This is an optimization exercise on Yosys and OpenROAD, whose aim is small area, not a production implementation.
The RTL was checked by simulation tests, not by an equivalence proof against the original design.
No activity file was given, so power comes from the tool's default toggle rates.

`design/flow/config.mk`:
```
export PLATFORM = sky130hd
export DESIGN_NAME = sdh_top
export DESIGN_NICKNAME = sdh_top
export VERILOG_FILES = /design/flow/design.v
export SDC_FILE = /design/flow/constraint.sdc
export NUM_CORES = 4
export LEC_CHECK = 0
export ABC_AREA = 1
export CAP_MARGIN = 0
export CORE_MARGIN = 2
export CORE_UTILIZATION = 40
export SLEW_MARGIN = 0
```
`design/flow/constraint.sdc`:
```
create_clock -name core_clock -period 10.0 [get_ports {clk}]
set_input_delay 2.0000 -clock core_clock [delete_from_list [all_inputs] [get_ports {clk}]]
set_output_delay 2.0000 -clock core_clock [all_outputs]
set_load 0.01 [all_outputs]
```
`design/flow/design.v`:
```
module sdh_top #(
    parameter integer F_CLK = 50000000
) (
    input  wire        clk,
    input  wire        rst,
    input  wire        req_valid,
    output wire        req_ready,
    input  wire [3:0]  req_op,
    input  wire [31:0] req_arg,
    input  wire [5:0]  req_cmd,
    input  wire        req_keep,
    output reg         rsp_valid,
    output reg  [3:0]  rsp_status,
    output wire [7:0]  rsp_data,
    output wire [5:0]  rsp_cmd,
    output reg  [2:0]  rsp_shape,
    output wire [7:0]  rsp_token,
    output reg  [31:0] rsp_ext,
    output reg  [3:0]  rsp_npoll,
    output reg         rsp_busy,
    output reg         rsp_vdd_valid,
    output reg  [5:0]  rsp_vdd_low,
    output reg  [5:0]  rsp_vdd_high,
    output reg  [1:0]  rsp_va,
    output reg         sh_link,
    output reg         sh_en,
    output reg         sh_ai,
    output reg  [15:0] sh_addr,
    output reg  [2:0]  sh_cs,
    output reg         sh_fdiv_valid,
    output reg  [7:0]  sh_fdiv,
    output wire        tx_valid,
    output reg  [7:0]  tx_data,
    input  wire        tx_ready,
    input  wire        rx_valid,
    input  wire [7:0]  rx_data,
    output wire        rx_ready
);
    localparam [2:0] IW = 3'd4;
    localparam [26:0] N2M1 = 2 * F_CLK - 1;
    localparam OP_INIT = 4'd0, OP_CLOSE = 4'd1, OP_ENABLE = 4'd2, OP_DISABLE = 4'd3,
               OP_SETADDR = 4'd4, OP_SETAI = 4'd5, OP_RDCFG = 4'd6, OP_SPEED = 4'd7,
               OP_SELECT = 4'd8, OP_XCHG = 4'd9, OP_SDCMD = 4'd10, OP_SDACMD = 4'd11;
    localparam ST_OK = 4'd0, ST_RANGE = 4'd1, ST_VALUE = 4'd2, ST_STATE = 4'd3,
               ST_PROTO = 4'd4, ST_NOTOKEN = 4'd5, ST_R1ERR = 4'd6, ST_EXTERR = 4'd7,
               ST_BADOP = 4'd8;
    localparam SH_R1 = 3'd0, SH_R1B = 3'd1, SH_R2 = 3'd2, SH_R3 = 3'd3, SH_R7 = 3'd4;
    localparam K_FLUSH = 3'd0, K_CFGWR = 3'd1, K_CFGRD = 3'd2, K_SETADDR = 3'd3,
               K_WRHDR = 3'd4, K_WRDATA = 3'd5, K_RDHDR = 3'd6, K_RDDATA = 3'd7;
    localparam M_IDLE = 3'd0, M_CHECK = 3'd1, M_INIT = 3'd2, M_SINGLE = 3'd3,
               M_BRIDGE = 3'd4, M_DIV = 3'd5, M_SDEND = 3'd6;
    localparam P_SEL = 3'd0, P_FRAME = 3'd1, P_POLL = 3'd2, P_EXT = 3'd3,
               P_FLUSH = 3'd4, P_DESEL = 3'd5;
    reg [2:0]  st;
    reg [3:0]  r_op;
    reg [5:0]  r_cmd;
    reg        r_keep;
    reg        first;        
    reg [2:0]  ss;           
    reg [2:0]  sdp;          
    reg [2:0]  cnt;          
    reg        xph;          
    reg [2:0]  idx;          
    reg        mism;
    reg [6:0]  tok;          
    reg [2:0]  dq;           
    assign req_ready = (st == M_IDLE);
    assign rsp_token = {1'b0, tok};
    assign rsp_data  = rsp_ext[7:0];
    wire is_sd = (r_op == OP_SDCMD) || (r_op == OP_SDACMD);
    reg       cmd_def;
    reg [2:0] cmd_shape;
    always @(*) begin
        cmd_def   = 1'b1;
        cmd_shape = SH_R1;
        if (r_op == OP_SDACMD) begin
            case (r_cmd)
                6'd22, 6'd23, 6'd41, 6'd42, 6'd51: cmd_shape = SH_R1;
                6'd13:   cmd_shape = SH_R2;
                default: cmd_def = 1'b0;
            endcase
        end else begin
            case (r_cmd)
                6'd0, 6'd1, 6'd6, 6'd9, 6'd10, 6'd16, 6'd17, 6'd18, 6'd24, 6'd25, 6'd27,
                6'd30, 6'd32, 6'd33, 6'd42, 6'd55, 6'd56, 6'd59: cmd_shape = SH_R1;
                6'd12, 6'd28, 6'd29, 6'd38: cmd_shape = SH_R1B;
                6'd13:   cmd_shape = SH_R2;
                6'd58:   cmd_shape = SH_R3;
                6'd8:    cmd_shape = SH_R7;
                default: cmd_def = 1'b0;
            endcase
        end
    end
    assign rsp_cmd = first ? 6'd55 : r_cmd;
    always @(*) rsp_shape = cmd_shape;
    wire [2:0] shape_eff = first ? SH_R1 : cmd_shape;
    wire       ext_none  = (shape_eff == SH_R1);
    wire       ext_four  = (shape_eff == SH_R3) || (shape_eff == SH_R7);
    wire       keep_eff  = r_keep & ~first;
    wire sel_comp = is_sd ? (sdp == P_SEL || sdp == P_DESEL) : (r_op == OP_SELECT);
    wire is_speed = !is_sd && (r_op == OP_SPEED);
    wire [2:0] ss_end = (sel_comp || is_speed) ? 3'd3 : 3'd5;
    wire [1:0] alo = sel_comp ? 2'd2 : is_speed ? 2'd1 : 2'd3;
    wire [7:0] frame_byte = (cnt == 3'd0) ? {2'b01, rsp_cmd} :
                            (cnt == 3'd5) ? {tok, 1'b1} :
                            first ? 8'h00 : rsp_ext[31:24];
    reg [2:0]  kind;
    reg [1:0]  cfg;
    reg [15:0] addr;
    reg [7:0]  wbyte;
    always @(*) begin
        kind = K_RDDATA;
        cfg  = 2'b01;
        addr = {14'h2980, alo};    
        case (st)
            M_INIT: begin
                case (ss[1:0])
                    2'd0: kind = K_FLUSH;
                    2'd1: kind = K_CFGWR;
                    2'd2: kind = K_SETADDR;
                    default: begin kind = K_CFGWR; cfg = 2'b00; end
                endcase
                addr = 16'h0000;
            end
            M_SINGLE: begin
                case (r_op)
                    OP_ENABLE:  begin kind = K_CFGWR; cfg = {sh_ai, 1'b1}; end
                    OP_DISABLE: begin kind = K_CFGWR; cfg = {sh_ai, 1'b0}; end
                    OP_SETAI:   begin kind = K_CFGWR; cfg = {rsp_ext[0], 1'b1}; end
                    OP_SETADDR: kind = K_SETADDR;
                    default:    kind = K_CFGRD;
                endcase
                addr = rsp_ext[15:0];
            end
            default: begin
                case (ss)
                    3'd0: kind = K_CFGWR;
                    3'd1: kind = K_SETADDR;
                    3'd2: kind = K_WRHDR;
                    3'd3: kind = K_WRDATA;
                    3'd4: kind = K_RDHDR;
                    default: kind = K_RDDATA;
                endcase
            end
        endcase
        if (sel_comp)
            wbyte = is_sd ? ((sdp == P_DESEL) ? 8'hFF : 8'hFB)
                          : {5'b11111, rsp_ext[1:0] != 2'd2, rsp_ext[1:0] != 2'd1, rsp_ext[1:0] != 2'd0};
        else
            wbyte = is_sd ? ((sdp == P_FRAME) ? frame_byte : 8'hFF) : rsp_ext[7:0];
    end
    always @(*) begin
        case (kind)
            K_FLUSH:   tx_data = 8'h55;
            K_CFGWR:   tx_data = (idx[1:0] == 2'd0) ? 8'h04 : {6'd0, cfg};
            K_CFGRD:   tx_data = 8'h02;
            K_SETADDR: tx_data = (idx[1:0] == 2'd0) ? 8'h10 : (idx[1:0] == 2'd1) ? addr[15:8] : addr[7:0];
            K_WRHDR:   tx_data = (idx[1:0] == 2'd0) ? 8'h30 : 8'h00;
            K_RDHDR:   tx_data = (idx[1:0] == 2'd0) ? 8'h20 : 8'h00;
            default:   tx_data = wbyte;
        endcase
    end
    reg [1:0] tx_last, rx_last;
    always @(*) begin
        case (kind)
            K_CFGWR, K_WRHDR, K_RDHDR: tx_last = 2'd1;
            K_SETADDR:                 tx_last = 2'd2;
            default:                   tx_last = 2'd0;
        endcase
        case (kind)
            K_CFGRD:   rx_last = 2'd1;
            K_SETADDR: rx_last = 2'd2;
            default:   rx_last = 2'd0;
        endcase
    end
    wire active = (st == M_INIT) || (st == M_SINGLE) || (st == M_BRIDGE);
    wire no_tx  = (kind == K_RDDATA);
    assign tx_valid = active && !xph && !idx[2] && !no_tx;
    assign rx_ready = active && xph;
    wire [7:0] fix    = (idx[1:0] != 2'd0 || kind == K_WRDATA) ? 8'h00 :
                        (kind == K_FLUSH) ? 8'hFF : 8'h01;
    wire       capb   = (kind == K_RDDATA) || (kind == K_CFGRD && idx == 2'd1);
    wire       rx_go  = rx_ready && rx_valid;
    wire       bad    = !capb && (rx_data != (tx_data ^ fix));
    wire       xdone  = rx_go && (idx[1:0] == rx_last);
    wire       xerr   = mism || bad;
    wire [26:0] dch = {r_cmd[4:0], cnt, rsp_npoll, tok, sh_addr[7:0]};
    wire [25:0] dv = dch[26:1];                        
    wire        pd = dch[0];                           
    wire        dc = sh_addr[8];                       
    wire [4:0]  bk = {idx, xph, mism};                   
    wire [3:0]  dk = {sdp, first};                       
    wire        sg = r_keep;                             
    wire        fi = r_cmd[5];                           
    wire        dbig   = (rsp_ext[31:25] != 7'd0);
    wire        dsmall = (rsp_ext[24:17] == 8'd0);
    localparam [25:0] DR0 = N2M1 >> 10;
    wire        dlast = (bk == 5'd25);
    wire        dfst  = (bk == 5'd0);
    wire        da    = dfst ? N2M1[dk] : fi ? DR0[bk - 5'd1] : pd;
    wire        dbb   = rsp_ext[0] ^ ~sg;         
    wire        dcin  = dfst ? ~sg : dc;
    wire        dsum  = da ^ dbb ^ dcin;
    wire        dco   = (da & dbb) | (da & dcin) | (dbb & dcin);
    wire        dqb   = ~dsum;                    
    wire [9:0]  dQ    = {rsp_ext[31:26], dq, dqb};
    reg  [7:0]  ddec;
    reg         dbw;
    integer     di;
    always @(*) begin
        dbw = ~dQ[0];
        for (di = 0; di < 8; di = di + 1) begin
            ddec[di] = dQ[di + 1] ^ dbw;
            dbw = dbw & ~dQ[di + 1];
        end
    end
    wire        dsat  = dQ[9] | (dQ[8:0] == 9'h1FF);
    wire [7:0]  fdiv  = dsat ? 8'd255 : ddec;
    wire r7 = rx_data[7];
    always @(posedge clk) begin
        rsp_valid <= 1'b0;
        if (active) begin
            if (!xph) begin
                if (idx[2]) begin
                    idx <= inc3(idx);
                end else if (no_tx) begin
                    xph <= 1'b1;
                end else if (tx_ready) begin
                    if (idx[1:0] == tx_last) begin
                        xph <= 1'b1;
                        idx <= 3'd0;
                    end else
                        idx <= inc3(idx);
                end
            end else if (rx_valid) begin
                if (bad) mism <= 1'b1;
                idx <= inc3(idx);
                if (capb && (!is_sd || (sdp == P_EXT) || (sdp == P_FRAME && cnt != 3'd0 && cnt != 3'd5 && !first)))
                    rsp_ext <= {rsp_ext[23:0], (is_sd && sdp == P_FRAME) ? 8'h00 : rx_data};
                if (xdone) begin
                    xph  <= 1'b0;
                    idx  <= IW;
                    mism <= 1'b0;
                end
            end
            if (tx_valid && tx_ready && is_sd && sdp == P_FRAME && kind == K_WRDATA && cnt != 3'd5)
                tok <= crc7_byte((cnt == 3'd0) ? 7'd0 : tok, tx_data);
        end
        if (st == M_DIV && dlast)
            dq <= dQ[2:0];
        if (xdone && !xerr) begin
            case (kind)
                K_CFGWR: begin
                    sh_en <= cfg[0];
                    sh_ai <= cfg[1];
                end
                K_SETADDR: sh_addr <= addr;
                K_WRDATA, K_RDDATA: if (sh_ai) sh_addr[2:0] <= inc3(sh_addr[2:0]);
                default: ;
            endcase
        end
        case (st)
            M_IDLE: begin
                if (req_valid) begin
                    r_op    <= req_op;
                    r_cmd   <= req_cmd;
                    r_keep  <= req_keep;
                    rsp_ext <= req_arg;
                    st      <= M_CHECK;
                end
            end
            M_CHECK: begin
                rsp_status <= ST_OK;
                ss    <= 3'd0;
                sdp   <= P_SEL;
                cnt   <= 3'd0;
                xph   <= 1'b0;
                idx   <= IW;
                mism  <= 1'b0;
                first <= (r_op == OP_SDACMD);
                rsp_npoll <= 4'd0;
                if (r_op[3:2] == 2'b11) begin
                    rsp_status <= ST_BADOP;
                    rsp_valid  <= 1'b1;
                    st         <= M_IDLE;
                end else if (r_op == OP_CLOSE) begin
                    sh_link       <= 1'b0;
                    sh_en         <= 1'b0;
                    sh_ai         <= 1'b0;
                    sh_addr       <= 16'h0000;
                    sh_cs         <= 3'd4;
                    sh_fdiv_valid <= 1'b0;
                    rsp_valid     <= 1'b1;
                    st            <= M_IDLE;
                end else if (r_op == OP_SPEED && rsp_ext == 32'd0) begin
                    rsp_status <= ST_RANGE;
                    rsp_valid  <= 1'b1;
                    st         <= M_IDLE;
                end else if (is_sd && !cmd_def) begin
                    rsp_status <= ST_VALUE;
                    rsp_valid  <= 1'b1;
                    st         <= M_IDLE;
                end else if ((r_op == OP_INIT) ? sh_link :
                             (!sh_link || ((r_op == OP_ENABLE) ? sh_en : (r_op != OP_RDCFG && !sh_en)))) begin
                    rsp_status <= ST_STATE;
                    rsp_valid  <= 1'b1;
                    st         <= M_IDLE;
                end else if (r_op == OP_INIT) begin
                    st <= M_INIT;
                end else if (r_op == OP_ENABLE || r_op == OP_DISABLE || r_op == OP_SETADDR ||
                             r_op == OP_SETAI || r_op == OP_RDCFG) begin
                    st <= M_SINGLE;
                end else begin
                    st <= M_BRIDGE;
                    if (r_op != OP_SELECT && !is_sd) ss <= 3'd1;
                end
            end
            M_INIT: begin
                if (xdone) begin
                    if (xerr || ss == 3'd3) begin
                        sh_link       <= !xerr;
                        sh_en         <= 1'b0;
                        sh_ai         <= 1'b0;
                        sh_addr       <= 16'h0000;
                        sh_cs         <= 3'd4;
                        sh_fdiv_valid <= 1'b0;
                        rsp_status    <= xerr ? ST_PROTO : ST_OK;
                        rsp_valid     <= 1'b1;
                        st            <= M_IDLE;
                    end else
                        ss <= inc3(ss);
                end
            end
            M_SINGLE: begin
                if (xdone) begin
                    rsp_status <= xerr ? ST_PROTO : ST_OK;
                    rsp_valid  <= 1'b1;
                    st         <= M_IDLE;
                end
            end
            M_DIV: begin
                rsp_ext[25:0] <= {rsp_ext[0], rsp_ext[25:1]};
                {idx, xph, mism} <= inc5(bk);
                if (dlast) begin
                    {idx, xph, mism} <= 5'd0;
                    {sdp, first} <= dk - 4'd1;
                    r_keep <= dsum;
                    r_cmd[5] <= 1'b0;
                end
                {r_cmd[4:0], cnt, rsp_npoll, tok, sh_addr[7:0]} <= {dsum, dch[26:1]};
                sh_addr[8] <= dco;
                if (dlast)
                    rsp_ext[31:26] <= dQ[8:3];
                if (dlast && dk == 4'd0) begin
                    rsp_ext[7:0] <= fdiv;
                    sh_addr <= addr;     
                    st   <= M_BRIDGE;
                    idx  <= IW;
                    xph  <= 1'b0;
                    mism <= 1'b0;
                end
            end
            M_SDEND: begin
                if (first && rsp_status == ST_OK) begin
                    first     <= 1'b0;
                    rsp_npoll <= 4'd0;
                    sdp       <= P_SEL;
                    ss        <= 3'd0;
                    st        <= M_BRIDGE;
                end else begin
                    rsp_valid <= 1'b1;
                    st        <= M_IDLE;
                end
            end
            M_BRIDGE: begin
                if (xdone) begin
                    if (!xerr && ss != ss_end) begin
                        ss <= inc3(ss);
                        if (is_speed && ss == 3'd2) begin
                            if (dbig || dsmall) begin
                                rsp_ext[7:0] <= dbig ? 8'd0 : 8'd255;
                            end else begin
                                st <= M_DIV;
                                {idx, xph, mism} <= 5'd0;
                                {sdp, first} <= 4'd9;
                                r_keep   <= 1'b0;
                                r_cmd[5] <= 1'b1;
                            end
                        end
                    end else if (!is_sd) begin
                        rsp_status <= xerr ? ST_PROTO : ST_OK;
                        rsp_valid  <= 1'b1;
                        st         <= M_IDLE;
                        if (!xerr) begin
                            if (r_op == OP_SELECT) sh_cs <= {1'b0, rsp_ext[1:0]};
                            if (is_speed) begin
                                sh_fdiv_valid <= 1'b1;
                                sh_fdiv       <= rsp_ext[7:0];
                            end
                        end
                    end else begin
                        ss  <= 3'd1;
                        cnt <= 3'd0;
                        case (sdp)
                            P_SEL: begin
                                if (xerr) begin
                                    rsp_status <= ST_PROTO;
                                    sdp <= P_FLUSH;
                                end else begin
                                    sh_cs <= 3'd2;
                                    sdp   <= P_FRAME;
                                end
                            end
                            P_FRAME: begin
                                if (xerr) begin
                                    rsp_status <= ST_PROTO;
                                    sdp <= P_FLUSH;
                                end else if (cnt == 3'd5)
                                    sdp <= P_POLL;
                                else
                                    cnt <= inc3(cnt);
                            end
                            P_POLL: begin
                                if (xerr) begin
                                    rsp_status <= ST_PROTO;
                                    sdp <= P_FLUSH;
                                end else begin
                                    rsp_npoll <= inc4(rsp_npoll);
                                    if (!r7) begin
                                        tok <= rx_data[6:0];
                                        if (rx_data[6:1] != 6'd0) begin
                                            rsp_status <= ST_R1ERR;
                                            sdp <= P_FLUSH;
                                        end else
                                            sdp <= ext_none ? P_FLUSH : P_EXT;
                                    end else if (rsp_npoll == 4'd7) begin
                                        rsp_status <= ST_NOTOKEN;
                                        sdp <= P_FLUSH;
                                    end
                                end
                            end
                            P_EXT: begin
                                if (xerr) begin
                                    rsp_status <= ST_PROTO;
                                    sdp <= P_FLUSH;
                                end else if (cnt == (ext_four ? 3'd3 : 3'd0)) begin
                                    if (shape_eff == SH_R2 && rx_data[7:1] != 7'd0)
                                        rsp_status <= ST_EXTERR;
                                    sdp <= P_FLUSH;
                                end else
                                    cnt <= inc3(cnt);
                            end
                            P_FLUSH: begin
                                if (xerr) begin
                                    if (rsp_status == ST_OK) rsp_status <= ST_PROTO;
                                    sdp <= P_DESEL;
                                    ss  <= 3'd0;
                                end else if (cnt == 3'd1) begin
                                    if (rsp_status != ST_OK || !keep_eff) begin
                                        sdp <= P_DESEL;
                                        ss  <= 3'd0;
                                    end else
                                        st <= M_SDEND;
                                end else
                                    cnt <= inc3(cnt);
                            end
                            default: begin  
                                if (xerr) begin
                                    if (rsp_status == ST_OK) rsp_status <= ST_PROTO;
                                end else
                                    sh_cs <= 3'd3;
                                st <= M_SDEND;
                            end
                        endcase
                    end
                end
            end
            default: st <= M_IDLE;
        endcase
        if (rst) begin
            st            <= M_IDLE;
            rsp_valid     <= 1'b0;
            sh_link       <= 1'b0;
            sh_en         <= 1'b0;
            sh_ai         <= 1'b0;
            sh_addr       <= 16'h0000;
            sh_cs         <= 3'd4;
            sh_fdiv_valid <= 1'b0;
        end
    end
    function [15:0] inc16(input [15:0] a);
        integer i;
        reg c;
        begin
            c = 1'b1;
            for (i = 0; i < 16; i = i + 1) begin
                inc16[i] = a[i] ^ c;
                c = c & a[i];
            end
        end
    endfunction
    function [8:0] inc9(input [8:0] a);
        integer i;
        reg c;
        begin
            c = 1'b1;
            for (i = 0; i < 9; i = i + 1) begin
                inc9[i] = a[i] ^ c;
                c = c & a[i];
            end
        end
    endfunction
    function [4:0] inc5(input [4:0] a);
        integer i;
        reg c;
        begin
            c = 1'b1;
            for (i = 0; i < 5; i = i + 1) begin
                inc5[i] = a[i] ^ c;
                c = c & a[i];
            end
        end
    endfunction
    function [3:0] inc4(input [3:0] a);
        inc4 = {a[3] ^ (a[2] & a[1] & a[0]), a[2] ^ (a[1] & a[0]), a[1] ^ a[0], ~a[0]};
    endfunction
    function [2:0] inc3(input [2:0] a);
        inc3 = {a[2] ^ (a[1] & a[0]), a[1] ^ a[0], ~a[0]};
    endfunction
    function [6:0] crc7_byte(input [6:0] c, input [7:0] d);
        integer i;
        reg fb;
        begin
            crc7_byte = c;
            for (i = 7; i >= 0; i = i - 1) begin
                fb = crc7_byte[6] ^ d[i];
                crc7_byte = {crc7_byte[5:0], 1'b0} ^ (fb ? 7'h09 : 7'h00);
            end
        end
    endfunction
    wire [8:0] vdd_map = rsp_ext[23:15];
    integer j;
    reg [3:0] lo, hi;
    always @(*) begin
        lo = 4'd0;
        hi = 4'd0;
        for (j = 8; j >= 0; j = j - 1)
            if (vdd_map[j]) lo = j[3:0];
        for (j = 0; j <= 8; j = j + 1)
            if (vdd_map[j]) hi = j[3:0];
        rsp_busy      = 1'b0;
        rsp_vdd_valid = 1'b0;
        rsp_vdd_low   = 6'd0;
        rsp_vdd_high  = 6'd0;
        rsp_va        = 2'd0;
        case (rsp_shape)
            SH_R1B: rsp_busy = (rsp_ext[7:0] == 8'h00);
            SH_R3: begin
                rsp_busy = ~rsp_ext[31];
                if (vdd_map != 9'd0) begin
                    rsp_vdd_valid = 1'b1;
                    rsp_vdd_low   = 6'd27 + {2'b00, lo};
                    rsp_vdd_high  = 6'd28 + {2'b00, hi};
                end
            end
            SH_R7: begin
                if (rsp_ext[11:8] == 4'b0001)
                    rsp_va = 2'd1;
                else if (rsp_ext[11:8] == 4'b0010)
                    rsp_va = 2'd2;
            end
            default: ;
        endcase
    end
endmodule
```
`design/flow/flow/run.sh`:
```
#!/bin/bash
# The standard layout with three changes to how it is made:
#  - after the standard synthesis, its combinational logic is mapped again for
#    area by Yosys/ABC (flow/remap.sh); every register keeps its name and cell;
#  - every input and output port gets the smallest buffer (buf_1);
#  - the clock tree uses clkbuf_8 buffers only, without dummy loads.
# Each tool writes its full output to a log file in this folder (and ORFS's
# own logs under orfs/logs).
set -euo pipefail
export BUFFER_PORTS_ARGS="-buffer_cell sky130_fd_sc_hd__buf_1"
export REMOVE_ABC_BUFFERS=1
export CTS_ARGS="-sink_clustering_enable -dont_use_dummy_load -buf_list sky130_fd_sc_hd__clkbuf_8 -root_buf sky130_fd_sc_hd__clkbuf_8 -sink_clustering_size 24"
RES="$PWD/orfs/results/$FLOW_PLATFORM/sdh_top/base"
bash standard.sh "$RES/1_2_yosys.v" > synth_flow.log 2>&1
bash flow/remap.sh "$RES/1_2_yosys.v" > remap.log 2>&1
bash standard.sh > standard_flow.log 2>&1
```
`design/flow/flow/remap.sh`:
```
#!/bin/bash
# Map the combinational logic of a synthesized netlist again, for area, with
# Yosys's ABC; registers (and tie cells) are kept as they are, as black boxes.
set -euo pipefail
NET="$1"
LIB="$FLOW_HOME/platforms/sky130hd/lib/sky130_fd_sc_hd__tt_025C_1v80.lib"
DONT_USE="sky130_fd_sc_hd__probe_p_8 sky130_fd_sc_hd__probec_p_8 sky130_fd_sc_hd__lpflow_bleeder_1
 sky130_fd_sc_hd__lpflow_clkbufkapwr_1 sky130_fd_sc_hd__lpflow_clkbufkapwr_16
 sky130_fd_sc_hd__lpflow_clkbufkapwr_2 sky130_fd_sc_hd__lpflow_clkbufkapwr_4
 sky130_fd_sc_hd__lpflow_clkbufkapwr_8 sky130_fd_sc_hd__lpflow_clkinvkapwr_1
 sky130_fd_sc_hd__lpflow_clkinvkapwr_16 sky130_fd_sc_hd__lpflow_clkinvkapwr_2
 sky130_fd_sc_hd__lpflow_clkinvkapwr_4 sky130_fd_sc_hd__lpflow_clkinvkapwr_8
 sky130_fd_sc_hd__lpflow_decapkapwr_12 sky130_fd_sc_hd__lpflow_decapkapwr_3
 sky130_fd_sc_hd__lpflow_decapkapwr_4 sky130_fd_sc_hd__lpflow_decapkapwr_6
 sky130_fd_sc_hd__lpflow_decapkapwr_8 sky130_fd_sc_hd__lpflow_inputiso0n_1
 sky130_fd_sc_hd__lpflow_inputiso0p_1 sky130_fd_sc_hd__lpflow_inputiso1n_1
 sky130_fd_sc_hd__lpflow_inputiso1p_1 sky130_fd_sc_hd__lpflow_inputisolatch_1
 sky130_fd_sc_hd__lpflow_isobufsrc_1 sky130_fd_sc_hd__lpflow_isobufsrc_16
 sky130_fd_sc_hd__lpflow_isobufsrc_2 sky130_fd_sc_hd__lpflow_isobufsrc_4
 sky130_fd_sc_hd__lpflow_isobufsrc_8 sky130_fd_sc_hd__lpflow_isobufsrckapwr_16
 sky130_fd_sc_hd__lpflow_lsbuf_lh_hl_isowell_tap_1 sky130_fd_sc_hd__lpflow_lsbuf_lh_hl_isowell_tap_2
 sky130_fd_sc_hd__lpflow_lsbuf_lh_hl_isowell_tap_4 sky130_fd_sc_hd__lpflow_lsbuf_lh_isowell_4
 sky130_fd_sc_hd__lpflow_lsbuf_lh_isowell_tap_1 sky130_fd_sc_hd__lpflow_lsbuf_lh_isowell_tap_2
 sky130_fd_sc_hd__lpflow_lsbuf_lh_isowell_tap_4"
DU=""
for c in $DONT_USE; do DU="$DU -dont_use $c"; done
# cells kept whole: flip-flops, latches and tie cells
KEEP=$(grep -o 'sky130_fd_sc_hd__[a-z0-9_]*' "$NET" | sort -u | grep -E '__(e?s?df|dl|conb)' | tr '\n' ' ')
cp "$NET" remap_in.v
cat > remap.ys <<EOS
read_liberty -ignore_miss_func $LIB
read_verilog remap_in.v
hierarchy -top $FLOW_TOP
setattr -mod -set keep_hierarchy 1 $KEEP
flatten
# the pins of the flattened cells are wires of their own; drop those names
rename -hide w:*.*
opt_clean -purge
abc -liberty $LIB $DU -script +strash;dc2;&get,-n;&dch,-f;&nf,-R,1000;&put
opt_clean -purge
hilomap -singleton -hicell sky130_fd_sc_hd__conb_1 HI -locell sky130_fd_sc_hd__conb_1 LO
insbuf -buf sky130_fd_sc_hd__buf_1 A X
splitnets
opt_clean -purge
select $FLOW_TOP
stat -liberty $LIB
write_verilog -selected -noattr -nohex -nodec remap_out.v
EOS
yosys -l remap_yosys.log -q remap.ys
# the registers must be exactly the ones of the standard synthesis
regs() { grep -oE 'sky130_fd_sc_hd__(e?s?df|dl)[a-z0-9_]* +[^ (]+' "$1" | sort; }
if [[ "$(regs remap_in.v)" != "$(regs remap_out.v)" ]]; then
  echo "remap changed the registers; keeping the standard netlist"
  exit 0
fi
cp remap_out.v "$NET"
echo "remapped"
```
`design/flow/standard.sh`:
```
#!/bin/bash
# synth_recipe.tcl (not shown) runs the flow's synth.tcl, then flattens the netlist and writes it again
# the make line also repeats each setting of config.mk as NAME=value (left out here)
make -C /OpenROAD-flow-scripts/flow DESIGN_CONFIG=/design/flow/config.mk WORK_HOME=/design/flow/orfs CLKGATE_MAP_FILE= SYNTH_SCRIPT=/design/flow/synth_recipe.tcl "${@:-finish}"
```
==> results of run 1 <==
per-layer routing:
metal,vias up,share of wire [%]
li1,4290,-
met1,4451,42
met2,529,45
met3,80,9.8
met4,0,3.9
met5,-,0
flip-flops by register name, summed over array words and instances, names as in the netlist, 4 cells and up:
signal,count
tok,7
r_cmd,6
rsp_npoll,4
sh_addr,16
r_op,4
sh_fdiv,8
rsp_ext,32
rsp_status,4
placed cells by master, fill, tap and decap left out, types with 26 or more instances in the layout:
cell type  instances
dfxtp_1           71
nand3_1           33
buf_1            178
xnor2_1           31
nor2_1           138
a221o_1           26
o21ai_0           82
edfxtp_1          40
a21oi_1           79
nor3_1            37
nand2_1          180
worst max-delay path, stage by stage, from the launching register on:
cell and delay (ps):
dfxtp_1 520, nand2b_1 420, nor2_1 70, buf_4 220
a21oi_1 240, nor2_1 80, a221oi_1 620, nand2_1 200
nor2_1 790, clkinv_1 340, a222oi_1 380, nor2_1 90
a21oi_1 290, xnor2_1 160, nand3_1 90, o31a_1 430
nor2_1 900, nand2_1 220, nor3_1 720, or2_0 410
nor2_1 100, a221o_1 260
stage by stage:
stage	setup WS, ps	utilization (%)
6_report	2310	46.4
3_5_place_dp	2610	45.8
5_1_grt	1740	46.4
4_1_cts	2590	46.4
2_1_floorplan	3850	-
3_3_place_gp	2800	45.8
area by class of cell:
type	instances	area, sq um	area share, %
Multi-Input combinational cell	892	4980	55.6
Tap cell	265	332	3.71
Clock buffer	9	124	1.38
Inverter	20	75.1	0.839
Sequential cell	111	2620	29.3
Timing Repair Buffer	198	818	9.15
path summary, 6_finish.rpt:
check	start	to	cells after the start
worst max-delay path	st[2]$_SDFFE_PP0P_	tok[3]$_DFF_P_	21
worst min-delay path	sh_cs[2]$_SDFFE_PP1P_	sh_cs[2]$_SDFFE_PP1P_	2
worst max register to register	st[2]$_SDFFE_PP0P_	tok[3]$_DFF_P_	21
worst min register to register	sh_cs[2]$_SDFFE_PP1P_	sh_cs[2]$_SDFFE_PP1P_	2
report_power, final:
part / internal (mW) / switching (mW)
Combinational: 0.647 / 1.24
Sequential: 0.649 / 0.347
Clock: 0.0815 / 0.151
==> impl_metrics.tcl, run 1 <==
set metrics [dict create \
    io_pins 180 \
    finalPower_mw 3.11 \
    crit_type "register to register" \
    worst_pin_slew_ps 1130 \
    grt_busiest_layer "met2" \
    diodes 0 \
    final_nets 1288 \
    use_met3_pct 7.30 \
    finalSetupViolCount 0 \
    fin_crit_sh_pct 76.9 \
    grt_start_max_net_pins 46 \
    timing.hold.ws_ps 456 \
    die-area_sq_um 20600 \
    wl_per_cell_um 23.1 \
    overflow 0 \
    path_max_fanout 21 \
    timing.fmax_mhz 130 \
    grt_first_pass_wirelength_mm 50.8 \
    area_growth_pct 14.8 \
    peakVddDrop_mv 0.146 \
    critical_path_arrival_ps 7970 \
    drive_above_1_share_pct 2.52 \
    numCtsBuffers 9 \
    setup_tns_ps 0 \
    dr.pass1.iters 6 \
    final.min_clock_period_ps 7690 \
    antenna_found_initial 1 \
    clk_latency_ps 410 \
    clock-sinks 111 \
    required_ps 10280 \
    relSlewSlack_pct 24.6 \
    fp.dieH_um 144 \
    cap_violations 0 \
    cts_max_level 3 \
    drtAntennaViolNets 0 \
    critical_path.startpoint_type "register" \
    ctsResizeCount 0 \
    clk_pin_slew_ps 100 \
    status "complete, no violations" \
    gp_congestion 1.03 \
    dpl_cell_area_sq_um 8820 \
    routed_wl_mm 34.5 \
    hold_viol 0 \
    vias_per_cell 6.25 \
    root_buffer "clkbuf_8" \
    route.vias.total 9350 \
    syn_inst 1058 \
    fin_skew_ps 37.1 \
    cts_buffer_depth 2 \
    ctsHoldBuffers 0 \
    use_met2_pct 50.2 \
    dpl.hpwl_mm 26.0 \
    grt_use_total_pct 32.8 \
    hold_class "register to register" \
    yosysWarnings 1 \
    start_util_pct 40.4 \
    dpl.cell_count 1486 \
    fill_cells 2085 \
    cts_tree "done" \
    p_leak_nw 2.97 \
    post_cts.repair.setup_buffers 0 \
    core_area_sq_um 19300 \
    rsz0062_at_grt "false" \
    drt_drc_violations_left 0 \
    drv_slew 0 \
    syn_area_sq_um 7790 \
    placementRows 51 \
    port_buffers 178 \
    end_kind "register" \
    grt_pass1_vias 8428 \
    postLayoutCellArea_sq_um 8950 \
    final_cells 1495 \
    syn_area_per_cell_sq_um 7.37 \
    gr-usage-met1_pct 44.3 \
    fp.dieW_um 144 \
    reg2reg_slack_ps 2310 \
    drt-initial-drc-count 1039 \
    pwr_density_cell_nw_per_um2 348 \
]
==> run 2: changes to the inputs <==
--- a/design/flow/config.mk
+++ b/design/flow/config.mk
@@ -6,7 +6,7 @@
 export NUM_CORES = 4
 export LEC_CHECK = 0
 export ABC_AREA = 1
-export CAP_MARGIN = 0
+export CAP_MARGIN = 20
 export CORE_MARGIN = 2
 export CORE_UTILIZATION = 40
-export SLEW_MARGIN = 0
+export SLEW_MARGIN = 20
==> run 2 against run 1 <==
Compared with the run above:
- flip-flop and latch count unchanged
- fmax unchanged
- design area unchanged
- critical path type unchanged
==> impl_metrics.tcl, run 2 <==
set metrics [dict create \
    placementRows 51 \
    cts_buffer_depth 2 \
    root_buffer "clkbuf_8" \
    p_leak_nw 2.97 \
    fin_crit_sh_pct 76.9 \
    gp_congestion 1.03 \
    setup_ws_ps 2310 \
    clock-sinks 111 \
    status "complete, no violations" \
    reg.largest.list "rsp_ext: 32 flops, sh_addr: 16 flops, sh_fdiv: 8 flops" \
    peakVddDrop_mv 0.146 \
    regMostFlops "rsp_ext" \
    clk_pin_slew_ps 100 \
    ctsHoldBuffers 0 \
    drive_above_1_share_pct 2.52 \
    fp.dieW_um 144 \
    route.vias.total 9350 \
    syn_inst 1058 \
    clk_latency_ps 410 \
    diodes 0 \
    timing.fmax_mhz 130 \
    critPathCapture "tok[3]$_DFF_P_" \
    yosysWarnings 1 \
    dr.pass1.iters 6 \
    setup_tns_ps 0 \
    drtAntennaViolNets 0 \
    grt_start_max_net_pins 46 \
    rr_worst_depth 21 \
    drt_drc_violations_left 0 \
    routed_wl_mm 34.5 \
    grt_use_total_pct 32.8 \
    pre_cts_slack_ps 2610 \
    area_growth_pct 14.8 \
    timing.hold.ws_ps 456 \
    r2r-start "st[2]$_SDFFE_PP0P_" \
    required_ps 10280 \
    grt_pass1_vias 8428 \
    core_area_sq_um 19300 \
    finalSetupViolCount 0 \
    power.switching_mw 1.73 \
    ctsResizeCount 0 \
    final.min_clock_period_ps 7690 \
    crit_type "register to register" \
    vias_per_cell 6.25 \
    final_nets 1288 \
    reg2reg_slack_ps 2310 \
    overflow 0 \
    path_max_fanout 21 \
    largest_reg_flops 32 \
    cap_violations 0 \
    relSlewSlack_pct 24.6 \
    post_cts.repair.setup_buffers 0 \
    final_cells 1495 \
    drv_slew 0 \
    critical_path.startpoint_type "register" \
    syn_area_per_cell_sq_um 7.37 \
    p_sw_share_pct 55.7 \
    final_common_cell "nand2_1" \
    end_kind "register" \
    antenna_found_initial 1 \
    power_frac_seq_pct 32.0 \
    hold_viol 0 \
    grt_first_pass_wirelength_mm 50.8 \
    cts_max_level 3 \
    final_util_pct 46.4 \
    layout_common_cells "nand2_1 (180), buf_1 (178), nor2_1 (138), o21ai_0 (82), a21oi_1 (79)" \
    io_pins 180 \
    cts_tree "done" \
    dpl.cell_count 1486 \
    worst_pin_slew_ps 1130 \
    dpl.hpwl_mm 26.0 \
    clkPwrFrac_pct 7.5 \
    fin_skew_ps 37.1 \
    p_int_mw 1.38 \
    syn_area_sq_um 7790 \
    hold_class "register to register" \
    worstSetupStartpoint "st[2]$_SDFFE_PP0P_" \
    pwr_density_cell_nw_per_um2 348 \
    start_util_pct 40.4 \
    power_frac_comb_pct 60.5 \
    rsz0062_at_grt "false" \
    numCtsBuffers 9 \
    wl_per_cell_um 23.1 \
    die-area_sq_um 20600 \
    r2r_end "tok[3]$_DFF_P_" \
    port_buffers 178 \
    fp.dieH_um 144 \
    critical_path_arrival_ps 7970 \
    drt-initial-drc-count 1039 \
]
-- run 2: per-stage QoR --
stage          total power, mW  instance area [sq um]
2_1_floorplan             2.11                   7660
3_3_place_gp              2.84                   8820
3_5_place_dp              2.83                   8820
4_1_cts                   3.06                   8950
5_1_grt                   3.31                   8950
6_report                  3.11                   8950
-- run 2: area by class of cell --
| cell class | instances | area (sq um) |
|---|---|---|
| Clock buffer | 9 | 124 |
| Fill cell | 2085 | 10300 |
| Inverter | 20 | 75.1 |
| Multi-Input combinational cell | 892 | 4980 |
| Sequential cell | 111 | 2620 |
| Tap cell | 265 | 332 |
| Timing Repair Buffer | 198 | 818 |
-- run 2: power by group through the flow --
stage | registers (mW) | clock network, mW | logic [mW]
2_1_floorplan | 0.927 | 0 | 1.18
3_3_place_gp | 0.994 | 0 | 1.84
3_5_place_dp | 0.991 | 0 | 1.83
4_1_cts | 0.981 | 0.236 | 1.85
5_1_grt | 1.02 | 0.248 | 2.04
6_report | 0.996 | 0.233 | 1.88
-- run 2: how the worst min path moves through the flow --
stage                                      from  slack (ps)  cells past startpoint                     to
after floorplan           sh_cs[2]$_SDFFE_PP1P_         480                      2  sh_cs[2]$_SDFFE_PP1P_
after global placement    sh_cs[2]$_SDFFE_PP1P_         440                      2  sh_cs[2]$_SDFFE_PP1P_
after detailed placement  sh_cs[2]$_SDFFE_PP1P_         440                      2  sh_cs[2]$_SDFFE_PP1P_
after CTS                 sh_cs[2]$_SDFFE_PP1P_         460                      2  sh_cs[2]$_SDFFE_PP1P_
after global routing      sh_cs[2]$_SDFFE_PP1P_         500                      2  sh_cs[2]$_SDFFE_PP1P_
final                     sh_cs[2]$_SDFFE_PP1P_         460                      2  sh_cs[2]$_SDFFE_PP1P_
-- run 2: critical path, stage by stage, from the launching register on --
cell and delay, ps:
dfxtp_1 520, nand2b_1 420, nor2_1 70, buf_4 220, a21oi_1 240, nor2_1 80, a221oi_1 620, nand2_1 200
nor2_1 790, clkinv_1 340, a222oi_1 380, nor2_1 90, a21oi_1 290, xnor2_1 160, nand3_1 90, o31a_1 430
nor2_1 900, nand2_1 220, nor3_1 720, or2_0 410, nor2_1 100, a221o_1 260
-- run 2: metal layers --
metal,global-route usage (%),wire length [um],vias up,share of wire [%]
li1,-,-,4290,-
met1,44.3,14400,4451,42
met2,50.2,15400,529,45
met3,7.30,3390,80,9.8
met4,14.3,1340,0,3.9
met5,0,0,-,0
==> run 3: changes to the inputs <==
--- a/design/flow/flow/run.sh
+++ b/design/flow/flow/run.sh
@@ -9,7 +9,7 @@
 set -euo pipefail
 export BUFFER_PORTS_ARGS="-buffer_cell sky130_fd_sc_hd__buf_1"
 export REMOVE_ABC_BUFFERS=1
-export CTS_ARGS="-sink_clustering_enable -dont_use_dummy_load -buf_list sky130_fd_sc_hd__clkbuf_8 -root_buf sky130_fd_sc_hd__clkbuf_8 -sink_clustering_size 24"
+export CTS_ARGS="-sink_clustering_enable -dont_use_dummy_load -buf_list sky130_fd_sc_hd__clkbuf_8 -root_buf sky130_fd_sc_hd__clkbuf_8 -sink_clustering_size 24 -sink_clustering_max_diameter 60"
 RES="$PWD/orfs/results/$FLOW_PLATFORM/sdh_top/base"
 bash standard.sh "$RES/1_2_yosys.v" > synth_flow.log 2>&1
 bash flow/remap.sh "$RES/1_2_yosys.v" > remap.log 2>&1
==> run 3 against run 2 <==
Compared with the run above:
- clock skew did not move
- worst hold slack did not move
- clock-buffer cell count did not move
- combinational power barely moved
- first-iteration DRC count did not move
- via count did not move
- global-route usage did not move
- die area did not move
- wire length did not move
- synthesized area did not move
- fmax did not move
- sequential share of layout area did not move
==> impl_metrics.tcl, run 3 <==
set metrics [dict create \
    status "complete, no violations" \
    multi_input_area_sq_um 4980 \
    worstPathCellList "nand2b_1, nor2_1, buf_4, a21oi_1, nor2_1, a221oi_1, nand2_1, nor2_1, clkinv_1, a222oi_1, nor2_1, a21oi_1, xnor2_1, nand3_1, o31a_1, nor2_1, nand2_1, nor3_1, or2_0, nor2_1, a221o_1" \
    setup_tns_ps 0 \
    placementRows 51 \
    power.switching_mw 1.73 \
    timing.fmax_mhz 130 \
    power_frac_comb_pct 60.5 \
    drive_above_1_share_pct 2.52 \
    dpl.hpwl_mm 26.0 \
    drtAntennaViolNets 0 \
    wl_per_cell_um 23.1 \
    core_area_sq_um 19300 \
    route.vias.total 9350 \
    largest_reg_flops 32 \
    cts_buffer_depth 2 \
    relSlewSlack_pct 24.6 \
    final_nets 1288 \
    p_leak_nw 2.97 \
    fp.dieH_um 144 \
    fin_crit_sh_pct 76.9 \
    grt_pass1_vias 8428 \
    cap_violations 0 \
    numCtsBuffers 9 \
    final_cells 1495 \
    drv_slew 0 \
    syn_area_sq_um 7790 \
    layout_common_cells "nand2_1 (180), buf_1 (178), nor2_1 (138), o21ai_0 (82), a21oi_1 (79)" \
    cts_max_level 3 \
    io_pins 180 \
    wl_met2_mm 15.4 \
    overflow 0 \
    post_cts.repair.setup_buffers 0 \
    grt_first_pass_wirelength_mm 50.8 \
    root_buffer "clkbuf_8" \
    grt_use_total_pct 32.8 \
    clk_latency_ps 410 \
    power_frac_seq_pct 32.0 \
    cts_tree "done" \
    crit_slowest_cell "nor2_1" \
    fp.dieW_um 144 \
    final_common_cell "nand2_1" \
    slowest_delay_ps 900 \
    seq_area_sq_um 2620 \
    drt_drc_violations_left 0 \
    pwr_density_cell_nw_per_um2 348 \
    hold_viol 0 \
    crit_type "register to register" \
    cp_common_cell "nor2_1" \
    fin_skew_ps 37.1 \
    die-area_sq_um 20600 \
    syn_area_per_cell_sq_um 7.37 \
    critical_path_arrival_ps 7970 \
    drt-initial-drc-count 1039 \
    wl_met3_mm 3.39 \
    clock-sinks 111 \
    clkPwrFrac_pct 7.5 \
    wl_met1_mm 14.4 \
    vias_per_cell 6.25 \
    gp_congestion 1.03 \
    p_int_mw 1.38 \
    fill_cells 2085 \
    diodes 0 \
    required_ps 10280 \
    start_util_pct 40.4 \
    routed_wl_mm 34.5 \
    antenna_found_initial 1 \
    end_kind "register" \
    clk_pin_slew_ps 100 \
    regMostFlops "rsp_ext" \
    final.min_clock_period_ps 7690 \
    rsz0062_at_grt "false" \
    yosysWarnings 1 \
    ctsHoldBuffers 0 \
    p_sw_share_pct 55.7 \
    reg.largest.list "rsp_ext: 32 flops, sh_addr: 16 flops, sh_fdiv: 8 flops" \
    ctsResizeCount 0 \
    finalSetupViolCount 0 \
    path_max_fanout 21 \
    hold_class "register to register" \
    port_buffers 178 \
    dpl.cell_count 1486 \
    critical_path.startpoint_type "register" \
    grt_start_max_net_pins 46 \
    highest_layer "met4" \
    syn_inst 1058 \
    dr.pass1.iters 6 \
    peakVddDrop_mv 0.146 \
    finalPower_mw 3.11 \
    worst_pin_slew_ps 1130 \
    area_growth_pct 14.8 \
]
-- run 3: cell type report --
class | instances | share of cell area [%]
clock buffers | 9 | 1.38
inverters | 20 | 0.839
multi-input cells | 892 | 55.6
flip-flops and latches | 111 | 29.3
well taps | 265 | 3.71
repair buffers | 198 | 9.15
-- run 3: critical path, delay by kind of cell (launching register included) --
| kind | cells | cell delay [ps] |
|---|---|---|
| AO/OA/AOI/OAI | 6 | 2220 |
| XOR/XNOR | 1 | 160 |
| buffers and inverters | 2 | 560 |
| flip-flops | 1 | 520 |
| AND/OR/NAND/NOR | 12 | 4090 |
-- run 3: power by group through the flow --
stage                     Sequential (mW)  Combinational, mW  Clock (mW)
after detailed placement            0.991               1.83           0
after CTS                           0.981               1.85       0.236
after floorplan                     0.927               1.18           0
after global routing                 1.02               2.04       0.248
after global placement              0.994               1.84           0
final                               0.996               1.88       0.233
-- run 3: path summary, 6_finish.rpt --
path | slack, ps | cells after the start | start | end
min | 460 | 2 | sh_cs[2]$_SDFFE_PP1P_ | sh_cs[2]$_SDFFE_PP1P_
max reg2reg | 2310 | 21 | st[2]$_SDFFE_PP0P_ | tok[3]$_DFF_P_
max | 2310 | 21 | st[2]$_SDFFE_PP0P_ | tok[3]$_DFF_P_
min reg2reg | 460 | 2 | sh_cs[2]$_SDFFE_PP1P_ | sh_cs[2]$_SDFFE_PP1P_
-- run 3: metal layers --
metal	track usage, %	vias up
met3	7.30	80
met5	0	-
li1	-	4290
met2	50.2	529
met4	14.3	0
met1	44.3	4451
-- run 3: stage by stage --
step           hold slack (ps)  instance area [sq um]  util (%)  setup WS [ps]
6_report                   456                   8950      46.4           2310
5_1_grt                    500                   8950      46.4           1740
4_1_cts                    460                   8950      46.4           2590
3_5_place_dp               444                   8820      45.8           2610
3_3_place_gp               441                   8820      45.8           2800
2_1_floorplan              477                   7660         -           3850
==> run 4: changes to the inputs <==
--- a/design/flow/flow/run.sh
+++ b/design/flow/flow/run.sh
@@ -9,7 +9,7 @@
 set -euo pipefail
 export BUFFER_PORTS_ARGS="-buffer_cell sky130_fd_sc_hd__buf_1"
 export REMOVE_ABC_BUFFERS=1
-export CTS_ARGS="-sink_clustering_enable -dont_use_dummy_load -buf_list sky130_fd_sc_hd__clkbuf_8 -root_buf sky130_fd_sc_hd__clkbuf_8 -sink_clustering_size 24 -sink_clustering_max_diameter 60"
+export CTS_ARGS="-sink_clustering_enable -dont_use_dummy_load -buf_list sky130_fd_sc_hd__clkbuf_8 -root_buf sky130_fd_sc_hd__clkbuf_8 -sink_clustering_size 16"
 RES="$PWD/orfs/results/$FLOW_PLATFORM/sdh_top/base"
 bash standard.sh "$RES/1_2_yosys.v" > synth_flow.log 2>&1
 bash flow/remap.sh "$RES/1_2_yosys.v" > remap.log 2>&1
==> run 4 against run 3 <==
Compared with the run above:
- still clean
- first-iteration DRC count is the same
- critical path depth is the same
- power is the same
- register-to-register slack is essentially flat
- design area is the same
- fmax is the same
- combinational power is essentially flat
- synthesized area is the same
- largest power group unchanged
- clock-buffer cell count is the same
- cell count is the same
- via count is the same
==> impl_metrics.tcl, run 4 <==
set metrics [dict create \
    numCtsBuffers 9 \
    regMostFlops "rsp_ext" \
    overflow 0 \
    syn_area_sq_um 7790 \
    grt_busiest_layer "met2" \
    finalSetupViolCount 0 \
    holdPathStages 2 \
    power_frac_seq_pct 32.0 \
    drtAntennaViolNets 0 \
    timing.fmax_mhz 130 \
    post_cts.repair.setup_buffers 0 \
    clock-sinks 111 \
    grt_pass1_vias 8428 \
    antenna_found_initial 1 \
    cts_tree "done" \
    critical_path_arrival_ps 7970 \
    crit_type "register to register" \
    cap_violations 0 \
    final_cells 1495 \
    rr_worst_depth 21 \
    diodes 0 \
    peakVddDrop_mv 0.146 \
    clk_latency_ps 410 \
    use_met2_pct 50.2 \
    power.switching_mw 1.73 \
    grt_use_total_pct 32.8 \
    layout_common_cells "nand2_1 (180), buf_1 (178), nor2_1 (138), o21ai_0 (82), a21oi_1 (79)" \
    final_nets 1288 \
    dr.pass1.iters 6 \
    drive_above_1_share_pct 2.52 \
    path_max_fanout 21 \
    dpl.hpwl_mm 26.0 \
    fin_skew_ps 37.1 \
    syn_area_per_cell_sq_um 7.37 \
    final.min_clock_period_ps 7690 \
    reg.largest.list "rsp_ext: 32 flops, sh_addr: 16 flops, sh_fdiv: 8 flops" \
    root_buffer "clkbuf_8" \
    use_met3_pct 7.30 \
    port_buffers 178 \
    clk_pin_slew_ps 100 \
    cts_max_level 3 \
    vias_per_cell 6.25 \
    worstSetupStartpoint "st[2]$_SDFFE_PP0P_" \
    p_sw_share_pct 55.7 \
    ctsResizeCount 0 \
    drt-initial-drc-count 1039 \
    setup_tns_ps 0 \
    fin_crit_sh_pct 76.9 \
    core_area_sq_um 19300 \
    hold_class "register to register" \
    rsz0062_at_grt "false" \
    min_from "sh_cs[2]$_SDFFE_PP1P_" \
    power_frac_comb_pct 60.5 \
    final_util_pct 46.4 \
    drv_slew 0 \
    status "complete, no violations" \
    slowest_delay_ps 900 \
    routed_wl_mm 34.5 \
    die-area_sq_um 20600 \
    r2r-start "st[2]$_SDFFE_PP0P_" \
    gr-usage-met1_pct 44.3 \
    yosysWarnings 1 \
    grt_first_pass_wirelength_mm 50.8 \
    wl_per_cell_um 23.1 \
    io_pins 180 \
    holdPathEnd "sh_cs[2]$_SDFFE_PP1P_" \
    fp.dieW_um 144 \
    critical_path.startpoint_type "register" \
    pwr_density_cell_nw_per_um2 348 \
    cp_common_cell "nor2_1" \
    syn_inst 1058 \
    placementRows 51 \
    r2r_end "tok[3]$_DFF_P_" \
    largest_reg_flops 32 \
    ctsHoldBuffers 0 \
    worst_pin_slew_ps 1130 \
    hold_viol 0 \
    relSlewSlack_pct 24.6 \
    timing.hold.ws_ps 456 \
    grt_start_max_net_pins 46 \
    required_ps 10280 \
    p_leak_nw 2.97 \
    fp.dieH_um 144 \
    drt_drc_violations_left 0 \
    end_kind "register" \
    start_util_pct 40.4 \
    route.vias.total 9350 \
    gp_congestion 1.03 \
    reg2reg_slack_ps 2310 \
    cts_buffer_depth 2 \
    final_common_cell "nand2_1" \
    clkPwrFrac_pct 7.5 \
    area_growth_pct 14.8 \
    crit_slowest_cell "nor2_1" \
    dpl.cell_count 1486 \
    p_int_mw 1.38 \
    worstPathCellList "nand2b_1, nor2_1, buf_4, a21oi_1, nor2_1, a221oi_1, nand2_1, nor2_1, clkinv_1, a222oi_1, nor2_1, a21oi_1, xnor2_1, nand3_1, o31a_1, nor2_1, nand2_1, nor3_1, or2_0, nor2_1, a221o_1" \
]
==> run 4: per-stage QoR <==
step / cell area, sq um / setup slack (ps) / total power [mW]
floorplan: 7660 / 3850 / 2.11
global placement: 8820 / 2800 / 2.84
detailed placement: 8820 / 2610 / 2.83
CTS: 8950 / 2590 / 3.06
global route: 8950 / 1740 / 3.31
finish: 8950 / 2310 / 3.11
==> run 4: power groups by stage <==
stage / combinational (mW) / clock [mW] / sequential (mW)
2_1_floorplan: 1.18 / 0 / 0.927
3_3_place_gp: 1.84 / 0 / 0.994
3_5_place_dp: 1.83 / 0 / 0.991
4_1_cts: 1.85 / 0.236 / 0.981
5_1_grt: 2.04 / 0.248 / 1.02
6_report: 1.88 / 0.233 / 0.996
==> run 4: layout make-up <==
cell class,count,area [sq um]
repair buffers,198,818
multi-input cells,892,4980
well taps,265,332
inverters,20,75.1
flip-flops and latches,111,2620
fillers,2085,10300
clock buffers,9,124
==> run 4: per-layer routing <==
metal,vias to the layer above,part of all wire (%)
li1,4290,-
met1,4451,42
met2,529,45
met3,80,9.8
met4,0,3.9
met5,-,0
==> run 4: how the worst max path moves through the flow <==
stage / slack [ps] / endpoint / cells past startpoint
finish: 2310 / tok[3]$_DFF_P_ / 21
global route: 1740 / tok[2]$_DFF_P_ / 21
CTS: 2590 / tok[3]$_DFF_P_ / 21
detailed placement: 2610 / tok[3]$_DFF_P_ / 21
global placement: 2800 / tok[0]$_DFF_P_ / 21
floorplan: 3850 / sh_addr[11]$_SDFF_PP0_ / 20
==> run 4: worst max-delay path, delay by kind of cell (launching register included) <==
family | cells | cell delay [ps]
compound gates | 6 | 2220
simple gates | 12 | 4090
xor+xnor | 1 | 160
buf+inv | 2 | 560
flops | 1 | 520
==> run 5: changes to the inputs <==
--- a/design/flow/design.v
+++ b/design/flow/design.v
@@ -63,7 +63,6 @@
     reg [2:0]  idx;          
     reg        mism;
     reg [6:0]  tok;          
-    reg [2:0]  dq;           
     assign req_ready = (st == M_IDLE);
     assign rsp_token = {1'b0, tok};
     assign rsp_data  = rsp_ext[7:0];
@@ -188,6 +187,7 @@
     wire [25:0] dv = dch[26:1];                        
     wire        pd = dch[0];                           
     wire        dc = sh_addr[8];                       
+    wire [2:0]  dq = sh_addr[11:9];                    
     wire [4:0]  bk = {idx, xph, mism};                   
     wire [3:0]  dk = {sdp, first};                       
     wire        sg = r_keep;                             
@@ -246,8 +246,6 @@
             if (tx_valid && tx_ready && is_sd && sdp == P_FRAME && kind == K_WRDATA && cnt != 3'd5)
                 tok <= crc7_byte((cnt == 3'd0) ? 7'd0 : tok, tx_data);
         end
-        if (st == M_DIV && dlast)
-            dq <= dQ[2:0];
         if (xdone && !xerr) begin
             case (kind)
                 K_CFGWR: begin
@@ -350,6 +348,8 @@
                 {r_cmd[4:0], cnt, rsp_npoll, tok, sh_addr[7:0]} <= {dsum, dch[26:1]};
                 sh_addr[8] <= dco;
                 if (dlast)
+                    sh_addr[11:9] <= dQ[2:0];
+                if (dlast)
                     rsp_ext[31:26] <= dQ[8:3];
                 if (dlast && dk == 4'd0) begin
                     rsp_ext[7:0] <= fdiv;
==> design/flow/flow/run.sh (replaced) <==
#!/bin/bash
# The standard layout with three changes to how it is made:
#  - after the standard synthesis, its combinational logic is mapped again for
#    area by Yosys/ABC (flow/remap.sh); every register keeps its name and cell;
#  - every input and output port gets the smallest buffer (buf_1);
#  - the clock tree uses clkbuf_8 leaf buffers under a clkbuf_16 root, without dummy loads.
# Each tool writes its full output to a log file in this folder (and ORFS's
# own logs under orfs/logs).
set -euo pipefail
export BUFFER_PORTS_ARGS="-buffer_cell sky130_fd_sc_hd__buf_1"
export REMOVE_ABC_BUFFERS=1
export CTS_ARGS="-sink_clustering_enable -dont_use_dummy_load -buf_list sky130_fd_sc_hd__clkbuf_8 -root_buf sky130_fd_sc_hd__clkbuf_16 -sink_clustering_size 24"
RES="$PWD/orfs/results/$FLOW_PLATFORM/sdh_top/base"
bash standard.sh "$RES/1_2_yosys.v" > synth_flow.log 2>&1
bash flow/remap.sh "$RES/1_2_yosys.v" > remap.log 2>&1
bash standard.sh > standard_flow.log 2>&1
--- a/design/flow/config.mk
+++ b/design/flow/config.mk
@@ -9,4 +9,5 @@
 export CAP_MARGIN = 20
 export CORE_MARGIN = 2
 export CORE_UTILIZATION = 40
+export GPL_TIMING_DRIVEN = 0
 export SLEW_MARGIN = 20
==> run 5 against run 4 <==
Compared with the run above:
- worst hold slack better by 24 ps
- sequential share of layout area down 1.3 points
- via count up 1.2%
- highest routed layer unchanged
- critical path depth down 4
==> impl_metrics.tcl, run 5 <==
set metrics [dict create \
    start_util_pct 40.4 \
    timing.fmax_mhz 137 \
    gp_congestion 1.02 \
    pwr_density_cell_nw_per_um2 376 \
    die-area_sq_um 20700 \
    worst_pin_slew_ps 1130 \
    placementRows 51 \
    fp.dieW_um 144 \
    required_ps 9990 \
    syn_inst 1081 \
    end_kind "register" \
    pre_cts_slack_ps 2340 \
    drt-initial-drc-count 1219 \
    p_int_mw 1.52 \
    finalPower_mw 3.40 \
    path_max_fanout 18 \
    drtAntennaViolNets 0 \
    power_frac_comb_pct 59.4 \
    syn_area_sq_um 7810 \
    port_buffers 178 \
    dpl_cell_area_sq_um 8820 \
    cts_tree "done" \
    io_pins 180 \
    dr.pass1.iters 6 \
    syn_area_per_cell_sq_um 7.23 \
    layout_common_cells "buf_1 (177), nand2_1 (169), nor2_1 (142), a21oi_1 (106), o21ai_0 (90)" \
    wl_met1_mm 14.6 \
    power_frac_seq_pct 31.1 \
    setup_tns_ps 0 \
    final_nets 1303 \
    regMostFlops "rsp_ext" \
    dpl.hpwl_mm 25.3 \
    final_common_cell "buf_1" \
    p_sw_share_pct 55.2 \
    fin_skew_ps 25.4 \
    area_growth_pct 15.8 \
    highest_layer "met4" \
    ctsResizeCount 0 \
    grt_use_total_pct 32.3 \
    clkPwrFrac_pct 9.5 \
    wl_met2_mm 14.8 \
    cts_buffer_depth 2 \
    vias_per_cell 6.27 \
    grt_pass1_vias 8450 \
    ctsHoldBuffers 0 \
    largest_reg_flops 32 \
    hold_class "register to register" \
    clk_latency_ps 370 \
    numCtsBuffers 9 \
    setup_ws_ps 2680 \
    wl_met3_mm 3.31 \
    r2r-start "st[0]$_SDFFE_PP0P_" \
    cap_violations 0 \
    p_leak_nw 3.08 \
    hold_viol 0 \
    min_from "sh_cs[2]$_SDFFE_PP1P_" \
    critical_path_arrival_ps 7310 \
    root_buffer "clkbuf_16" \
    drive_above_1_share_pct 2.01 \
    relSlewSlack_pct 24.8 \
    route.vias.total 9464 \
    worstSetupStartpoint "st[0]$_SDFFE_PP0P_" \
    cts_max_level 3 \
    drv_slew 0 \
    grt_start_max_net_pins 38 \
    reg.largest.list "rsp_ext: 32 flops, sh_addr: 16 flops, sh_fdiv: 8 flops" \
    finalSetupViolCount 0 \
    crit_type "register to register" \
    clock-sinks 108 \
    postLayoutCellArea_sq_um 9050 \
    antenna_found_initial 0 \
    overflow 0 \
    critical_path.startpoint_type "register" \
    peakVddDrop_mv 0.159 \
    drt_drc_violations_left 0 \
    power.switching_mw 1.88 \
    routed_wl_mm 33.8 \
    yosysWarnings 1 \
    wl_per_cell_um 22.4 \
    post_cts.repair.setup_buffers 0 \
    core_area_sq_um 19300 \
    diodes 0 \
    fin_crit_sh_pct 73.2 \
    rsz0062_at_grt "false" \
    grt_first_pass_wirelength_mm 50.8 \
    fp.dieH_um 144 \
    status "complete, no violations" \
    final.min_clock_period_ps 7320 \
    clk_pin_slew_ps 70 \
]
run 5: power by group through the flow:
stage / clock, mW / combinational (mW) / sequential [mW]
global placement: 0 / 1.95 / 1.05
floorplan: 0 / 1.35 / 0.939
finish: 0.322 / 2.02 / 1.06
detailed placement: 0 / 1.98 / 1.05
global route: 0.340 / 2.22 / 1.08
CTS: 0.325 / 1.98 / 1.04
run 5: cell type report:
class	count	area, sq um
multi-input combinational	922	5130
inverter	21	78.8
timing repair buffer	185	752
clock buffer	9	225
fill	2030	10300
tap	265	332
sequential	108	2530
run 5: worst max-delay path: stages (launching register included):
cell and delay [ps]:
dfxtp_1 770, clkinv_1 500, nor2_2 400, and3_1 270
a21oi_1 100, o21ai_0 200, nor2_1 190, nor2_1 680
nand4_1 170, a32oi_1 490, xnor2_1 150, a2111oi_0 420
a21boi_1 340, nor2_2 610, nand2_1 390, nand2_1 360
o21ai_0 200, nor4_1 690
run 5: stage by stage:
step,cells,hold WS [ps],utilization [%]
CTS,1510,486,46.8
global placement,1494,467,45.0
detailed placement,1501,466,45.6
floorplan,1051,483,-
finish,1510,480,46.8
global route,1510,529,46.8
run 5: path summary, 6_finish.rpt:
kind                            to  slack, ps  cells after the start
min          sh_cs[2]$_SDFFE_PP1P_        480                      2
min reg2reg  sh_cs[2]$_SDFFE_PP1P_        480                      2
max               sdp[1]$_DFFE_PP_       2680                     17
max reg2reg       sdp[1]$_DFFE_PP_       2680                     17
run 5: per-layer routing:
| layer | global-route usage [%] | vias to the layer above |
|---|---|---|
| met3 | 5.73 | 64 |
| met5 | 0 | - |
| met2 | 49.5 | 560 |
| met1 | 46.0 | 4486 |
| li1 | - | 4354 |
| met4 | 10.5 | 0 |
==> run 6: changes to the inputs <==
--- a/design/flow/config.mk
+++ b/design/flow/config.mk
@@ -9,5 +9,4 @@
 export CAP_MARGIN = 20
 export CORE_MARGIN = 2
 export CORE_UTILIZATION = 40
-export GPL_TIMING_DRIVEN = 0
 export SLEW_MARGIN = 20
==> run 6 against run 5 <==
Compared with the run above:
- first-iteration DRC count fell by 16%
- die area did not move
- core utilization rose by 0.24 points
- clock-buffer cell count did not move
- largest power group unchanged
- still clean
- flip-flop and latch count did not move
- sequential share of layout area fell by 0.14 points
==> impl_metrics.tcl, run 6 <==
set metrics [dict create \
    status "complete, no violations" \
    ctsResizeCount 0 \
    worstPathCellList "clkinv_1, nor2_1, buf_4, and3_1, a21oi_1, o21ai_0, nor2_1, nor2_1, a21oi_1, a22oi_1, a21oi_1, nand3_1, a2111oi_0, a21boi_0, nor3_1, o21ai_0, nand2_1, nor4b_1" \
    drt_drc_violations_left 0 \
    syn_area_sq_um 7810 \
    grt_use_total_pct 35.6 \
    port_buffers 178 \
    clock-sinks 108 \
    fin_crit_sh_pct 68.7 \
    route.vias.total 9596 \
    layout_common_cells "buf_1 (178), nand2_1 (169), nor2_1 (144), a21oi_1 (106), o21ai_0 (91)" \
    antenna_found_initial 0 \
    largest_reg_flops 32 \
    clkPwrFrac_pct 9.4 \
    power_frac_seq_pct 29.9 \
    rsz0062_at_grt "false" \
    fp.dieH_um 144 \
    grt_start_max_net_pins 40 \
    final_nets 1316 \
    vias_per_cell 6.30 \
    relSlewSlack_pct 22.0 \
    power_frac_comb_pct 60.7 \
    power.switching_mw 1.94 \
    reg.largest.list "rsp_ext: 32 flops, sh_addr: 16 flops, sh_fdiv: 8 flops" \
    cap_violations 0 \
    peakVddDrop_mv 0.153 \
    setup_ws_ps 3130 \
    crit_buf_inv 2 \
    timing.fmax_mhz 146 \
    placementRows 51 \
    root_buffer "clkbuf_16" \
    worst_pin_slew_ps 1160 \
    fp.dieW_um 144 \
    path_max_fanout 24 \
    syn_inst 1081 \
    end_kind "register" \
    ctsHoldBuffers 0 \
    fin_skew_ps 26.1 \
    cts_tree "done" \
    clk_latency_ps 370 \
    final.min_clock_period_ps 6870 \
    timing.hold.ws_ps 473 \
    die-area_sq_um 20700 \
    yosysWarnings 1 \
    final_common_cell "buf_1" \
    critical_path_arrival_ps 6860 \
    setup_tns_ps 0 \
    critical_path.startpoint_type "register" \
    dpl.hpwl_mm 27.7 \
    area_growth_pct 16.4 \
    cpLargestDelayFamily "simple AND/OR/NAND/NOR gates" \
    routed_wl_mm 37.1 \
    hold_class "register to register" \
    dr.pass1.iters 5 \
    p_sw_share_pct 55.7 \
    drtAntennaViolNets 0 \
    final_util_pct 47.0 \
    syn_area_per_cell_sq_um 7.23 \
    wl_per_cell_um 24.4 \
    drt-initial-drc-count 1023 \
    regMostFlops "rsp_ext" \
    p_int_mw 1.55 \
    cts_max_level 3 \
    cts_buffer_depth 2 \
    crit_slowest_cell "a21boi_0" \
    io_pins 180 \
    fill_cells 2070 \
    drv_slew 0 \
    grt_pass1_vias 8814 \
    pwr_density_cell_nw_per_um2 384 \
    pre_cts_slack_ps 3360 \
    crit_type "register to register" \
    postLayoutCellArea_sq_um 9090 \
    core_area_sq_um 19300 \
    numCtsBuffers 9 \
    required_ps 10000 \
    post_cts.repair.setup_buffers 0 \
    grt_first_pass_wirelength_mm 54.8 \
    hold_viol 0 \
    overflow 0 \
    p_leak_nw 3.12 \
    clk_pin_slew_ps 70 \
    drive_above_1_share_pct 2.54 \
    diodes 0 \
    dpl_cell_area_sq_um 8860 \
    finalSetupViolCount 0 \
    slowest_delay_ps 840 \
    gp_congestion 0.984 \
    start_util_pct 40.4 \
]
[run 6: cell count changes in the layout (fill, tap and decap cells not counted), sizes merged]
cell,previous run,this run
buf,185,198
[run 6: cell type report]
class	count	area [sq um]	area share (%)
Multi-Input combinational cell	922	5110	56.2
Sequential cell	108	2530	27.8
Timing Repair Buffer	198	816	8.97
Tap cell	265	332	3.65
Clock buffer	9	225	2.48
Inverter	21	78.8	0.867
[run 6: routing by layer]
| metal | track usage, % | vias to the layer above | routed length, um |
|---|---|---|---|
| met1 | 50.2 | 4608 | 16200 |
| met5 | 0 | - | 0 |
| met4 | 11.9 | 0 | 1120 |
| met2 | 54.7 | 533 | 16300 |
| li1 | - | 4381 | - |
| met3 | 6.63 | 74 | 3390 |
[run 6: through the flow]
step / power, mW / std cells
after floorplan: 2.29 / 1051
after global routing: 3.72 / 1523
after CTS: 3.44 / 1522
final: 3.49 / 1523
after detailed placement: 3.11 / 1513
after global placement: 3.12 / 1513
[run 6: worst reg2reg max path: stages, from the launching register on]
cell	delay, ps
dfxtp_1	740
clkinv_1	440
nor2_1	190
buf_4	310
and3_1	270
a21oi_1	80
o21ai_0	160
nor2_1	190
nor2_1	670
a21oi_1	150
a22oi_1	430
a21oi_1	120
nand3_1	110
a2111oi_0	60
a21boi_0	840
nor3_1	270
o21ai_0	560
nand2_1	100
nor4b_1	800
[run 6: final timing paths]
check	startpoint	to	slack, ps	depth (start not counted)
min reg2reg	sh_cs[2]$_SDFFE_PP1P_	sh_cs[2]$_SDFFE_PP1P_	470	2
max	st[0]$_SDFFE_PP0P_	rsp_status[1]$_DFFE_PP_	3130	18
max reg2reg	st[0]$_SDFFE_PP0P_	rsp_status[1]$_DFFE_PP_	3130	18
min	sh_cs[2]$_SDFFE_PP1P_	sh_cs[2]$_SDFFE_PP1P_	470	2
[run 6: power groups by stage]
stage | registers, mW | clock network, mW | logic [mW]
floorplan | 0.939 | 0 | 1.35
global placement | 1.04 | 0 | 2.09
detailed placement | 1.04 | 0 | 2.07
CTS | 1.03 | 0.332 | 2.08
global route | 1.07 | 0.346 | 2.31
finish | 1.04 | 0.327 | 2.12

[what the ideal ports hide]
No port has a modelled driver above. Below, the same layouts with a new extraction and two added sets of constraints. Step 1 sets driving cells, clkbuf_16 on the clock port and buf_2 on the other inputs (assumed; they add their load-dependent delay and slew). Step 2 moves the port delays by t, midway between the first and last clock arrival at a register: inputs arrive t later, outputs are due t later. That takes back most of the time a late clock gives input paths. Three values: no drivers, after step 1, after step 2; two values: the first two.
run | t (ns) | setup slack, ns | worst register clock-pin slew, ns
run 1 | 0.436 | 2.307 / 2.307 / 2.307 | 0.12 / 0.12
run 2 | 0.436 | 2.307 / 2.307 / 2.307 | 0.12 / 0.12
run 3 | 0.436 | 2.307 / 2.307 / 2.307 | 0.12 / 0.12
run 4 | 0.436 | 2.307 / 2.307 / 2.307 | 0.12 / 0.12
run 5 | 0.400 | 2.679 / 2.679 / 2.679 | 0.08 / 0.08
run 6 | 0.412 | 3.132 / 3.132 / 3.132 | 0.08 / 0.08
After both steps setup and hold are still met in every run listed.
